Background: an optimization exercise with open tools, aiming at small area, a short achievable clock period and few clock cycles per item. Do not read the settings as production practice.
Only simulation tests tie the RTL to the original design; equivalence was not proved.

==> run a: inputs <==
// piff_voice
module piff_voice (
  input  wire        clk,
  input  wire        rst,
  input  wire        cmd_valid,
  output wire        cmd_ready,
  input  wire [31:0] cmd_data,
  input  wire        smp_req,
  output wire        smp_ready,
  output wire        smp_valid,
  output wire [31:0] smp_data,
  output wire        dec_valid,
  output reg  [31:0] dec_data
);
  localparam [1:0] K_NOP = 2'd0, K_TRIG = 2'd1, K_WAVE = 2'd2, K_DRATE = 2'd3;
  localparam [25:0] E_INIT = 26'h0100000;    
  localparam [25:0] E_MAX  = 26'h28F5C28;    
  localparam [29:0] AMP_INIT = 30'h2000_0000;
  localparam [35:0] DIV10_M = 36'd54975581389;
  wire [3:0]  in_op  = cmd_data[31:28];
  wire [1:0]  in_tag = cmd_data[17:16];
  wire [15:0] in_lo  = cmd_data[15:0];
  wire in_trig  = (in_op == 4'h1) && (in_lo[3:0] <= 4'd11);
  wire in_wave  = (in_op == 4'h2) &&
                  ((in_tag == 2'd0) || (in_tag == 2'd1) ||
                   ((in_tag == 2'd2) && (in_lo != 16'd0)));
  wire in_drate = (in_op == 4'h3);
  wire [1:0]  in_kind = in_trig ? K_TRIG : in_wave ? K_WAVE :
                        in_drate ? K_DRATE : K_NOP;
  wire [19:0] in_ent = {in_kind, in_tag, in_lo};
  reg  [19:0] fmem [0:7];
  reg  [2:0]  wp, rp;
  reg  [3:0]  bcnt;           
  reg         hv;             
  reg  [19:0] hd;             
  reg  [31:0] hd_inc;         
  reg s_idle;                 
  reg s_w2;                   
  reg s_w3;                   
  reg s_a2;                   
  reg s_dr;                   
  reg s_e;                    
  reg s_b;                    
  reg s_c;                    
  reg s_d;                    
  assign smp_ready = s_idle;
  assign cmd_ready = !(hv && bcnt[3]);
  wire accept  = smp_req && s_idle;
  wire push    = cmd_valid && cmd_ready;
  wire pop     = accept && hv;
  wire bnz     = (bcnt != 4'd0);
  wire h_in    = push && (!hv || (pop && !bnz));
  wire to_buf  = push && hv && !(pop && !bnz);
  wire h_buf   = pop && bnz;
  wire [19:0] h_src = h_in ? in_ent : fmem[rp];
  ...
==> flow/config.mk <==
export PLATFORM = sky130hd
export DESIGN_NAME = piff_voice
export DESIGN_NICKNAME = piff_voice
export VERILOG_FILES = /design/flow/design.v
export SDC_FILE = /design/flow/constraint.sdc
export NUM_CORES = 4
export LEC_CHECK = 0
export CAP_MARGIN = 20
export CORE_MARGIN = 2
export CORE_UTILIZATION = 40
export SLEW_MARGIN = 20
export SYNTH_MEMORY_MAX_BITS = 16384
==> flow/constraint.sdc <==
create_clock -name core_clock -period 20.0 [get_ports {clk}]
set_input_delay 4.0000 -clock core_clock [delete_from_list [all_inputs] [get_ports {clk}]]
set_output_delay 4.0000 -clock core_clock [all_outputs]
set_load 0.01 [all_outputs]
standard.sh (not shown) runs the stock make flow with config.mk's settings and CLKGATE_MAP_FILE= SYNTH_SCRIPT=/design/flow/synth_recipe.tcl, a recipe that flattens the netlist after the stock synthesis.
==> flow/flow/run.sh <==
#!/bin/bash
# Standard layout, with timing repair aiming 12 ns of setup slack beyond
# the clock (optimisation effort only; the SDC and clock are unchanged).
set -euo pipefail
bash standard.sh SETUP_SLACK_MARGIN=12 finish > standard_flow.log 2>&1
==> run b (differences from run a) <==
--- a/flow/design.v
+++ b/flow/design.v
@@ -322,16 +322,15 @@
   reg  [19:0] fmem [0:7];
   reg  [2:0]  wp, rp;
   reg  [3:0]  bcnt;           
   reg         hv;             
   reg  [19:0] hd;             
   reg  [31:0] hd_inc;         
   reg s_idle;                 
-  reg s_w2;                   
-  reg s_w3;                   
+  reg s_w;                    
   reg s_a2;                   
   reg s_dr;                   
   reg s_e;                    
   reg s_b;                    
   reg s_c;                    
   reg s_d;                    
   assign smp_ready = s_idle;
@@ -379,73 +378,64 @@
   wire h_trig  = hv && (h_kind == K_TRIG);
   wire c_trig  = s_idle && h_trig;
   wire c_wave  = hv && (h_kind == K_WAVE);
   wire c_drate = hv && (h_kind == K_DRATE);
   wire ld_e    = (accept && !c_wave && !c_drate) || s_a2;
   wire in_h_trig = hv ? (h_kind == K_TRIG) : (push && in_trig);
   wire [3:0] kill_b = {4{in_h_trig}} & (4'd1 << cur);
-  wire zap     = h_in && in_trig && !(accept || s_b || s_w2 || s_w3 || s_a2 || s_e);
+  wire zap     = h_in && in_trig && !(accept || s_b || s_w || s_a2 || s_e);
   reg  [31:0] ph   [0:3];     
   reg  [31:0] vinc [0:3];
   reg  [29:0] amp  [0:3];     
-  reg  [42:0] dg   [0:3];     
+  reg  [41:0] dg   [0:3];     
   reg  [1:0]  wsel;
   reg  [15:0] wduty;
   reg  [25:0] ee;             
   reg  [15:0] drf;            
   reg  [1:0]  cur;
   reg  [35:0] dsum;
   reg  [3:0]  dcnt;
-  reg  [31:0] acc_s, acc_c;   
-  reg         acc_c17;        
+  reg  [48:0] acc_s, acc_c;   
   wire [1:0]  hw_sel  = h_tag;
   wire [15:0] hw_duty = (h_tag == 2'd2) ? h_lo : 16'd0;
   wire [13:0] e_dn, e_d1, e_d2;
   piff_booth #(.N(14)) u_ebooth (.pat({2'b00, ee}), .sneg(1'b1),
                                  .dn(e_dn), .d1(e_d1), .d2(e_d2));
-  wire [42:0] e_dg = {1'b1, e_dn, e_d1, e_d2};
+  wire [41:0] e_dg = {e_dn, e_d1, e_d2};
   wire [61:0] ms [0:3];
   wire [61:0] mc [0:3];
   wire [31:0] ph_ev [0:3];
-  wire        w_back = s_idle && c_wave;
-  wire [42:0] dg_ev [0:1];
-  reg  [26:0] dgn [0:1];      
+  wire [41:0] dg_ev [0:3];
   wire [17:0] pat0;
   wire        sn0;
   genvar gi;
   generate
     for (gi = 0; gi < 4; gi = gi + 1) begin : g_voice
       piff_pvmac u_mac (.x(amp[gi]), .dn(dg[gi][41:28]), .d1(dg[gi][27:14]),
-                        .d2(dg[gi][13:0]), .ben(dg[gi][42]),
+                        .d2(dg[gi][13:0]), .ben(s_b),
                         .s(ms[gi]), .c(mc[gi]));
-      assign ph_ev[gi] = ph[gi] + (vinc[gi] ^ {32{w_back}}) + {31'd0, w_back};
-    end
-    for (gi = 0; gi < 2; gi = gi + 1) begin : g_unit
-      wire tk = c_trig && (cur == gi + 2);
-      wire [31:0] ph_u = (s_b || s_w2) ? ph[gi] :
-                         tk ? {hd_inc[30:0], 1'b0} : ph[gi + 2];
+      assign ph_ev[gi] = ph[gi] + (vinc[gi] & {32{!s_w}});
       wire [17:0] pat;
       wire        sn;
-      piff_wave u_wave (.ph(ph_u), .ws(wsel), .du(wduty), .pat(pat), .sneg(sn));
+      piff_wave u_wave (.ph(ph_ev[gi]), .ws(wsel), .du(wduty), .pat(pat), .sneg(sn));
       wire [8:0] bn, b1, b2;
       piff_booth #(.N(9)) u_booth (.pat(pat), .sneg(sn), .dn(bn), .d1(b1), .d2(b2));
-      assign dg_ev[gi] = {6'd0, bn, 5'd0, b1, 5'd0, b2};
+      assign dg_ev[gi] = {5'd0, bn, 5'd0, b1, 5'd0, b2};
     end
   endgenerate
   piff_wave u_twave (.ph(hd_inc), .ws(wsel), .du(wduty), .pat(pat0), .sneg(sn0));
   wire [17:0] t_row = pat0 ^ {18{sn0}};
   wire [19:0] tr    = c_trig ? {t_row[17], t_row[17], t_row} : 20'd0;
   wire        tcin  = c_trig && sn0;
   wire [48:0] xs, xc;
   piff_xsum u_xsum (.s0(ms[0][48:0]), .c0(mc[0][48:0]), .s1(ms[1][48:0]), .c1(mc[1][48:0]),
                     .s2(ms[2][48:0]), .c2(mc[2][48:0]), .s3(ms[3][48:0]), .c3(mc[3][48:0]),
                     .tr(tr), .tcin(tcin), .s(xs), .c(xc));
-  wire [17:0] x17 = {1'b0, xs[16:0]} + {1'b0, xc[16:0]};
-  wire [32:0] smp_x = {acc_s, 1'b1} + {acc_c, acc_c17};
-  assign smp_data = smp_x[32:1];
+  wire [48:0] acc = acc_s + acc_c;
+  assign smp_data = acc[48:17];
   wire [8:0]  f_dn, f_d1, f_d2;
   piff_booth #(.N(9)) u_fbooth (.pat({2'b00, drf}), .sneg(1'b0),
                                 .dn(f_dn), .d1(f_d1), .d2(f_d2));
   wire [41:0] dr_ps, dr_pc;
   piff_drmul u_drmul (.x(ee), .dn(f_dn), .d1(f_d1), .d2(f_d2), .s(dr_ps), .c(dr_pc));
   wire [41:0] dr_p  = dr_ps + dr_pc;
   reg  [33:0] dr_s;
@@ -469,108 +459,88 @@
   wire [31:0] mean    = dv_p[70:39];
   assign smp_valid = (s_b && (dcnt != 4'd9)) || s_d;
   assign dec_valid = s_d;
   integer i;
   always @(posedge clk) begin
     if (rst) begin
       s_idle <= 1'b1;
-      s_w2   <= 1'b0;
-      s_w3   <= 1'b0;
+      s_w    <= 1'b0;
       s_a2   <= 1'b0;
       s_dr   <= 1'b0;
       s_e    <= 1'b0;
       s_b    <= 1'b0;
       s_c    <= 1'b0;
       s_d    <= 1'b0;
       for (i = 0; i < 4; i = i + 1) begin
         ph[i]   <= 32'd0;
         vinc[i] <= 32'd0;
         amp[i]  <= 30'd0;
-        dg[i]   <= 43'd0;
+        dg[i]   <= 42'd0;
       end
       wsel  <= 2'd0;
       wduty <= 16'd0;
       ee    <= E_INIT;
       cur   <= 2'd0;
       dsum  <= 36'd0;
       dcnt  <= 4'd0;
     end else begin
       if (accept) begin
         s_idle <= 1'b0;
         if (c_wave) begin
           wsel  <= hw_sel;
           wduty <= hw_duty;
-          for (i = 0; i < 4; i = i + 1)
-            ph[i] <= ph_ev[i];
-          s_w2  <= 1'b1;
+          s_w   <= 1'b1;
         end else begin
-          acc_s   <= xs[48:17];
-          acc_c   <= xc[48:17];
-          acc_c17 <= x17[17];
+          acc_s <= xs;
+          acc_c <= xc;
           if (c_trig) begin
-            ph[cur]   <= {hd_inc[30:0], 1'b0};
+            ph[cur]   <= hd_inc;
             vinc[cur] <= hd_inc;
             amp[cur]  <= AMP_INIT;
             cur       <= cur + 2'd1;
           end
           drf  <= h_lo;
           s_dr <= c_drate;
           s_b  <= !c_drate;
         end
       end
       if (ld_e)
         for (i = 0; i < 4; i = i + 1)
           dg[i] <= e_dg;
-      if ((accept && !c_wave) || s_a2)
-        for (i = 0; i < 2; i = i + 1)
-          dgn[i] <= {dg_ev[i][36:28], dg_ev[i][22:14], dg_ev[i][8:0]};
       if (zap)
-        dg[cur] <= 43'd0;
-      if (s_w2) begin
-        for (i = 0; i < 2; i = i + 1)
-          dg[i] <= dg_ev[i];
-        s_w2 <= 1'b0;
-        s_w3 <= 1'b1;
-      end
-      if (s_w3) begin
-        for (i = 0; i < 2; i = i + 1)
-          dg[i + 2] <= dg_ev[i];
+        dg[cur] <= 42'd0;
+      if (s_w) begin
         for (i = 0; i < 4; i = i + 1)
-          ph[i] <= ph_ev[i];
-        s_w3 <= 1'b0;
+          dg[i] <= dg_ev[i];
+        s_w  <= 1'b0;
         s_a2 <= 1'b1;
       end
       if (s_a2) begin
-        acc_s   <= xs[48:17];
-        acc_c   <= xc[48:17];
-        acc_c17 <= x17[17];
+        acc_s <= xs;
+        acc_c <= xc;
         s_a2  <= 1'b0;
         s_b   <= 1'b1;
       end
       if (s_dr) begin
         dr_s <= dr_p[41:8];
         s_dr <= 1'b0;
         s_e  <= 1'b1;
       end
       if (s_e) begin
         ee <= e_new;
         for (i = 0; i < 4; i = i + 1)
-          dg[i] <= {1'b1, n_dn, n_d1, n_d2};
+          dg[i] <= {n_dn, n_d1, n_d2};
         s_e <= 1'b0;
         s_b <= 1'b1;
       end
       if (s_b) begin
         for (i = 0; i < 4; i = i + 1) begin
           amp[i] <= amp_nx[i];
           ph[i]  <= ph_ev[i];
-        end
-        for (i = 0; i < 2; i = i + 1) begin
-          dg[i]     <= kill_b[i] ? 43'd0 : dg_ev[i];
-          dg[i + 2] <= kill_b[i + 2] ? 43'd0 :
-                       {6'd0, dgn[i][26:18], 5'd0, dgn[i][17:9], 5'd0, dgn[i][8:0]};
+          dg[i]  <= kill_b[i] ? 42'd0 : dg_ev[i];
         end
         dsum <= dsum_nx;
         s_b  <= 1'b0;
         if (dcnt == 4'd9) begin
           dcnt <= 4'd0;
           s_c  <= 1'b1;
         end else begin
==> flow/run.sh (new file) <==
#!/bin/bash
# synth_recipe.tcl (not shown) runs the flow's synth.tcl, then flattens the netlist and writes it again
# the make line also repeats each setting of config.mk as NAME=value (left out here)
make -C /OpenROAD-flow-scripts/flow DESIGN_CONFIG=/design/flow/config.mk WORK_HOME=/design/flow/orfs CLKGATE_MAP_FILE= SYNTH_SCRIPT=/design/flow/synth_recipe.tcl finish
removed: flow/flow/run.sh
removed: flow/standard.sh
==> run c (differences from run a) <==
==> flow/run.sh (new file) <==
#!/bin/bash
# synth_recipe.tcl (not shown) runs the flow's synth.tcl, then flattens the netlist and writes it again
# the make line also repeats each setting of config.mk as NAME=value (left out here)
make -C /OpenROAD-flow-scripts/flow DESIGN_CONFIG=/design/flow/config.mk WORK_HOME=/design/flow/orfs CLKGATE_MAP_FILE= SYNTH_SCRIPT=/design/flow/synth_recipe.tcl finish
removed: flow/flow/run.sh
removed: flow/standard.sh
==> run d (differences from run a) <==
--- a/flow/design.v
+++ b/flow/design.v
@@ -322,16 +322,15 @@
   reg  [19:0] fmem [0:7];
   reg  [2:0]  wp, rp;
   reg  [3:0]  bcnt;           
   reg         hv;             
   reg  [19:0] hd;             
   reg  [31:0] hd_inc;         
   reg s_idle;                 
-  reg s_w2;                   
-  reg s_w3;                   
+  reg s_w;                    
   reg s_a2;                   
   reg s_dr;                   
   reg s_e;                    
   reg s_b;                    
   reg s_c;                    
   reg s_d;                    
   assign smp_ready = s_idle;
@@ -379,73 +378,64 @@
   wire h_trig  = hv && (h_kind == K_TRIG);
   wire c_trig  = s_idle && h_trig;
   wire c_wave  = hv && (h_kind == K_WAVE);
   wire c_drate = hv && (h_kind == K_DRATE);
   wire ld_e    = (accept && !c_wave && !c_drate) || s_a2;
   wire in_h_trig = hv ? (h_kind == K_TRIG) : (push && in_trig);
   wire [3:0] kill_b = {4{in_h_trig}} & (4'd1 << cur);
-  wire zap     = h_in && in_trig && !(accept || s_b || s_w2 || s_w3 || s_a2 || s_e);
+  wire zap     = h_in && in_trig && !(accept || s_b || s_w || s_a2 || s_e);
   reg  [31:0] ph   [0:3];     
   reg  [31:0] vinc [0:3];
   reg  [29:0] amp  [0:3];     
-  reg  [42:0] dg   [0:3];     
+  reg  [41:0] dg   [0:3];     
   reg  [1:0]  wsel;
   reg  [15:0] wduty;
   reg  [25:0] ee;             
   reg  [15:0] drf;            
   reg  [1:0]  cur;
   reg  [35:0] dsum;
   reg  [3:0]  dcnt;
-  reg  [31:0] acc_s, acc_c;   
-  reg         acc_c17;        
+  reg  [48:0] acc_s, acc_c;   
   wire [1:0]  hw_sel  = h_tag;
   wire [15:0] hw_duty = (h_tag == 2'd2) ? h_lo : 16'd0;
   wire [13:0] e_dn, e_d1, e_d2;
   piff_booth #(.N(14)) u_ebooth (.pat({2'b00, ee}), .sneg(1'b1),
                                  .dn(e_dn), .d1(e_d1), .d2(e_d2));
-  wire [42:0] e_dg = {1'b1, e_dn, e_d1, e_d2};
+  wire [41:0] e_dg = {e_dn, e_d1, e_d2};
   wire [61:0] ms [0:3];
   wire [61:0] mc [0:3];
   wire [31:0] ph_ev [0:3];
-  wire        w_back = s_idle && c_wave;
-  wire [42:0] dg_ev [0:1];
-  reg  [26:0] dgn [0:1];      
+  wire [41:0] dg_ev [0:3];
   wire [17:0] pat0;
   wire        sn0;
   genvar gi;
   generate
     for (gi = 0; gi < 4; gi = gi + 1) begin : g_voice
       piff_pvmac u_mac (.x(amp[gi]), .dn(dg[gi][41:28]), .d1(dg[gi][27:14]),
-                        .d2(dg[gi][13:0]), .ben(dg[gi][42]),
+                        .d2(dg[gi][13:0]), .ben(s_b),
                         .s(ms[gi]), .c(mc[gi]));
-      assign ph_ev[gi] = ph[gi] + (vinc[gi] ^ {32{w_back}}) + {31'd0, w_back};
-    end
-    for (gi = 0; gi < 2; gi = gi + 1) begin : g_unit
-      wire tk = c_trig && (cur == gi + 2);
-      wire [31:0] ph_u = (s_b || s_w2) ? ph[gi] :
-                         tk ? {hd_inc[30:0], 1'b0} : ph[gi + 2];
+      assign ph_ev[gi] = ph[gi] + (vinc[gi] & {32{!s_w}});
       wire [17:0] pat;
       wire        sn;
-      piff_wave u_wave (.ph(ph_u), .ws(wsel), .du(wduty), .pat(pat), .sneg(sn));
+      piff_wave u_wave (.ph(ph_ev[gi]), .ws(wsel), .du(wduty), .pat(pat), .sneg(sn));
       wire [8:0] bn, b1, b2;
       piff_booth #(.N(9)) u_booth (.pat(pat), .sneg(sn), .dn(bn), .d1(b1), .d2(b2));
-      assign dg_ev[gi] = {6'd0, bn, 5'd0, b1, 5'd0, b2};
+      assign dg_ev[gi] = {5'd0, bn, 5'd0, b1, 5'd0, b2};
     end
   endgenerate
   piff_wave u_twave (.ph(hd_inc), .ws(wsel), .du(wduty), .pat(pat0), .sneg(sn0));
   wire [17:0] t_row = pat0 ^ {18{sn0}};
   wire [19:0] tr    = c_trig ? {t_row[17], t_row[17], t_row} : 20'd0;
   wire        tcin  = c_trig && sn0;
   wire [48:0] xs, xc;
   piff_xsum u_xsum (.s0(ms[0][48:0]), .c0(mc[0][48:0]), .s1(ms[1][48:0]), .c1(mc[1][48:0]),
                     .s2(ms[2][48:0]), .c2(mc[2][48:0]), .s3(ms[3][48:0]), .c3(mc[3][48:0]),
                     .tr(tr), .tcin(tcin), .s(xs), .c(xc));
-  wire [17:0] x17 = {1'b0, xs[16:0]} + {1'b0, xc[16:0]};
-  wire [32:0] smp_x = {acc_s, 1'b1} + {acc_c, acc_c17};
-  assign smp_data = smp_x[32:1];
+  wire [48:0] acc = acc_s + acc_c;
+  assign smp_data = acc[48:17];
   wire [8:0]  f_dn, f_d1, f_d2;
   piff_booth #(.N(9)) u_fbooth (.pat({2'b00, drf}), .sneg(1'b0),
                                 .dn(f_dn), .d1(f_d1), .d2(f_d2));
   wire [41:0] dr_ps, dr_pc;
   piff_drmul u_drmul (.x(ee), .dn(f_dn), .d1(f_d1), .d2(f_d2), .s(dr_ps), .c(dr_pc));
   wire [41:0] dr_p  = dr_ps + dr_pc;
   reg  [33:0] dr_s;
@@ -469,108 +459,88 @@
   wire [31:0] mean    = dv_p[70:39];
   assign smp_valid = (s_b && (dcnt != 4'd9)) || s_d;
   assign dec_valid = s_d;
   integer i;
   always @(posedge clk) begin
     if (rst) begin
       s_idle <= 1'b1;
-      s_w2   <= 1'b0;
-      s_w3   <= 1'b0;
+      s_w    <= 1'b0;
       s_a2   <= 1'b0;
       s_dr   <= 1'b0;
       s_e    <= 1'b0;
       s_b    <= 1'b0;
       s_c    <= 1'b0;
       s_d    <= 1'b0;
       for (i = 0; i < 4; i = i + 1) begin
         ph[i]   <= 32'd0;
         vinc[i] <= 32'd0;
         amp[i]  <= 30'd0;
-        dg[i]   <= 43'd0;
+        dg[i]   <= 42'd0;
       end
       wsel  <= 2'd0;
       wduty <= 16'd0;
       ee    <= E_INIT;
       cur   <= 2'd0;
       dsum  <= 36'd0;
       dcnt  <= 4'd0;
     end else begin
       if (accept) begin
         s_idle <= 1'b0;
         if (c_wave) begin
           wsel  <= hw_sel;
           wduty <= hw_duty;
-          for (i = 0; i < 4; i = i + 1)
-            ph[i] <= ph_ev[i];
-          s_w2  <= 1'b1;
+          s_w   <= 1'b1;
         end else begin
-          acc_s   <= xs[48:17];
-          acc_c   <= xc[48:17];
-          acc_c17 <= x17[17];
+          acc_s <= xs;
+          acc_c <= xc;
           if (c_trig) begin
-            ph[cur]   <= {hd_inc[30:0], 1'b0};
+            ph[cur]   <= hd_inc;
             vinc[cur] <= hd_inc;
             amp[cur]  <= AMP_INIT;
             cur       <= cur + 2'd1;
           end
           drf  <= h_lo;
           s_dr <= c_drate;
           s_b  <= !c_drate;
         end
       end
       if (ld_e)
         for (i = 0; i < 4; i = i + 1)
           dg[i] <= e_dg;
-      if ((accept && !c_wave) || s_a2)
-        for (i = 0; i < 2; i = i + 1)
-          dgn[i] <= {dg_ev[i][36:28], dg_ev[i][22:14], dg_ev[i][8:0]};
       if (zap)
-        dg[cur] <= 43'd0;
-      if (s_w2) begin
-        for (i = 0; i < 2; i = i + 1)
-          dg[i] <= dg_ev[i];
-        s_w2 <= 1'b0;
-        s_w3 <= 1'b1;
-      end
-      if (s_w3) begin
-        for (i = 0; i < 2; i = i + 1)
-          dg[i + 2] <= dg_ev[i];
+        dg[cur] <= 42'd0;
+      if (s_w) begin
         for (i = 0; i < 4; i = i + 1)
-          ph[i] <= ph_ev[i];
-        s_w3 <= 1'b0;
+          dg[i] <= dg_ev[i];
+        s_w  <= 1'b0;
         s_a2 <= 1'b1;
       end
       if (s_a2) begin
-        acc_s   <= xs[48:17];
-        acc_c   <= xc[48:17];
-        acc_c17 <= x17[17];
+        acc_s <= xs;
+        acc_c <= xc;
         s_a2  <= 1'b0;
         s_b   <= 1'b1;
       end
       if (s_dr) begin
         dr_s <= dr_p[41:8];
         s_dr <= 1'b0;
         s_e  <= 1'b1;
       end
       if (s_e) begin
         ee <= e_new;
         for (i = 0; i < 4; i = i + 1)
-          dg[i] <= {1'b1, n_dn, n_d1, n_d2};
+          dg[i] <= {n_dn, n_d1, n_d2};
         s_e <= 1'b0;
         s_b <= 1'b1;
       end
       if (s_b) begin
         for (i = 0; i < 4; i = i + 1) begin
           amp[i] <= amp_nx[i];
           ph[i]  <= ph_ev[i];
-        end
-        for (i = 0; i < 2; i = i + 1) begin
-          dg[i]     <= kill_b[i] ? 43'd0 : dg_ev[i];
-          dg[i + 2] <= kill_b[i + 2] ? 43'd0 :
-                       {6'd0, dgn[i][26:18], 5'd0, dgn[i][17:9], 5'd0, dgn[i][8:0]};
+          dg[i]  <= kill_b[i] ? 42'd0 : dg_ev[i];
         end
         dsum <= dsum_nx;
         s_b  <= 1'b0;
         if (dcnt == 4'd9) begin
           dcnt <= 4'd0;
           s_c  <= 1'b1;
         end else begin
==> flow/flow/run.sh (replaced) <==
#!/bin/bash
# Standard layout, with timing repair aiming 10 ns of setup slack beyond
# the clock (optimisation effort only; the SDC and clock are unchanged).
set -euo pipefail
bash standard.sh SETUP_SLACK_MARGIN=10 finish > standard_flow.log 2>&1
==> notes <==
- Critical path depth is the same in run c and run d.
- Of run d and run c, run d has the higher via count (gap about 15%, measured against run c).
- Between run d and run c, the lower sequential share of layout area is in run d (gap 1.3 points).
- The lowest routed wire length belongs to run a, the highest to run b.
- Of run a and run c, run c has the higher clock-buffer cell count (gap 17).
- Maximum frequency: run b < run c < run d < run a.
==> figures <==
Fill cell instance count of the final layout: run c 44248; run b 47911; run d 47891; run a 44043
Non-clock inverter total of the final layout: run c 3192; run b 3442; run d 3442; run a 3193
Run status: run c timing/DRC/antenna clean; run b timing/DRC/antenna clean; run d timing/DRC/antenna clean; run a timing/DRC/antenna clean
Die Y-Extent: run c 676.0 um; run b 700.2 um; run d 700.2 um; run a 676.0 um
Worst R2R Setup Slack: run c 10.21 ns; run b 9.14 ns; run d 10.17 ns; run a 11.92 ns
Headroom to the max-slew limit: run c 13.98%; run b 13.27%; run d 16.07%; run a 10.07%
Number of flops mapped to enable cells by yosys: run c 803; run b 795; run d 795; run a 803
Die ar.: run c 0.4570 sq mm; run b 0.4903 sq mm; run d 0.4903 sq mm; run a 0.4570 sq mm
Met2 wire len: run c 308100 um; run b 362000 um; run d 362100 um; run a 309600 um
CTS clock-pin slew for the worst setup and hold paths: run c 0.07 ns; run b 0.06 ns; run d 0.06 ns; run a 0.05 ns
Simple-gate share of the synthesized area: run c 8.545%; run b 9.783%; run d 9.783%; run a 8.545%
Sequential portion of the cell area: run c 15.22%; run b 13.91%; run d 13.90%; run a 15.06%
Vias: run c 152791; run b 175606; run d 175636; run a 153370
Post-Place Setup Slack: run c 10.30 ns; run b 9.693 ns; run d 9.693 ns; run a 10.33 ns
Testbench counts of run a, summed over its fixed seeds: cycles 38,534, samples 16,000.
Testbench counts of run b, summed over its fixed seeds: cycles 38,048, samples 16,000.
Testbench counts of run c, summed over its fixed seeds: cycles 38,534, samples 16,000.
Testbench counts of run d, summed over its fixed seeds: cycles 38,048, samples 16,000.

static timing again, ports no longer ideal:
Ports are ideal in the flow. The routed layouts listed here were re-timed in OpenROAD.
Step 1 (the two cells are an assumption about what drives the block):
set clk [get_ports {clk}]
set_driving_cell -lib_cell sky130_fd_sc_hd__clkbuf_16 $clk
set_driving_cell -lib_cell sky130_fd_sc_hd__buf_2 [delete_from_list [all_inputs] $clk]
Step 2 also shifts input and output timing later by t, the mid clock arrival at the registers, as if the neighbouring blocks saw the same clock.
Three values: ideal, step 1, step 2; two values: the first two.
run | shift t [ns] | setup slack, ns | hold WS [ns] | slew at the worst register clock pin (ns)
run a | 1.016 | 11.442 / 11.318 / 11.164 | 0.444 / 0.444 / 0.444 | 0.08 / 0.08
run b | 1.002 | 9.137 / 9.137 / 9.137 | 0.448 / 0.448 / 0.448 | 0.09 / 0.09
run c | 1.000 | 9.753 / 9.629 / 10.205 | 0.452 / 0.452 / 0.452 | 0.07 / 0.07
run d | 1.002 | 10.076 / 9.944 / 10.171 | 0.450 / 0.450 / 0.450 | 0.09 / 0.09
After both steps every run listed still meets setup and hold. For run a, which loses most, drivers alone change the setup slack by -0.124 ns; drivers and shift together by -0.278 ns.
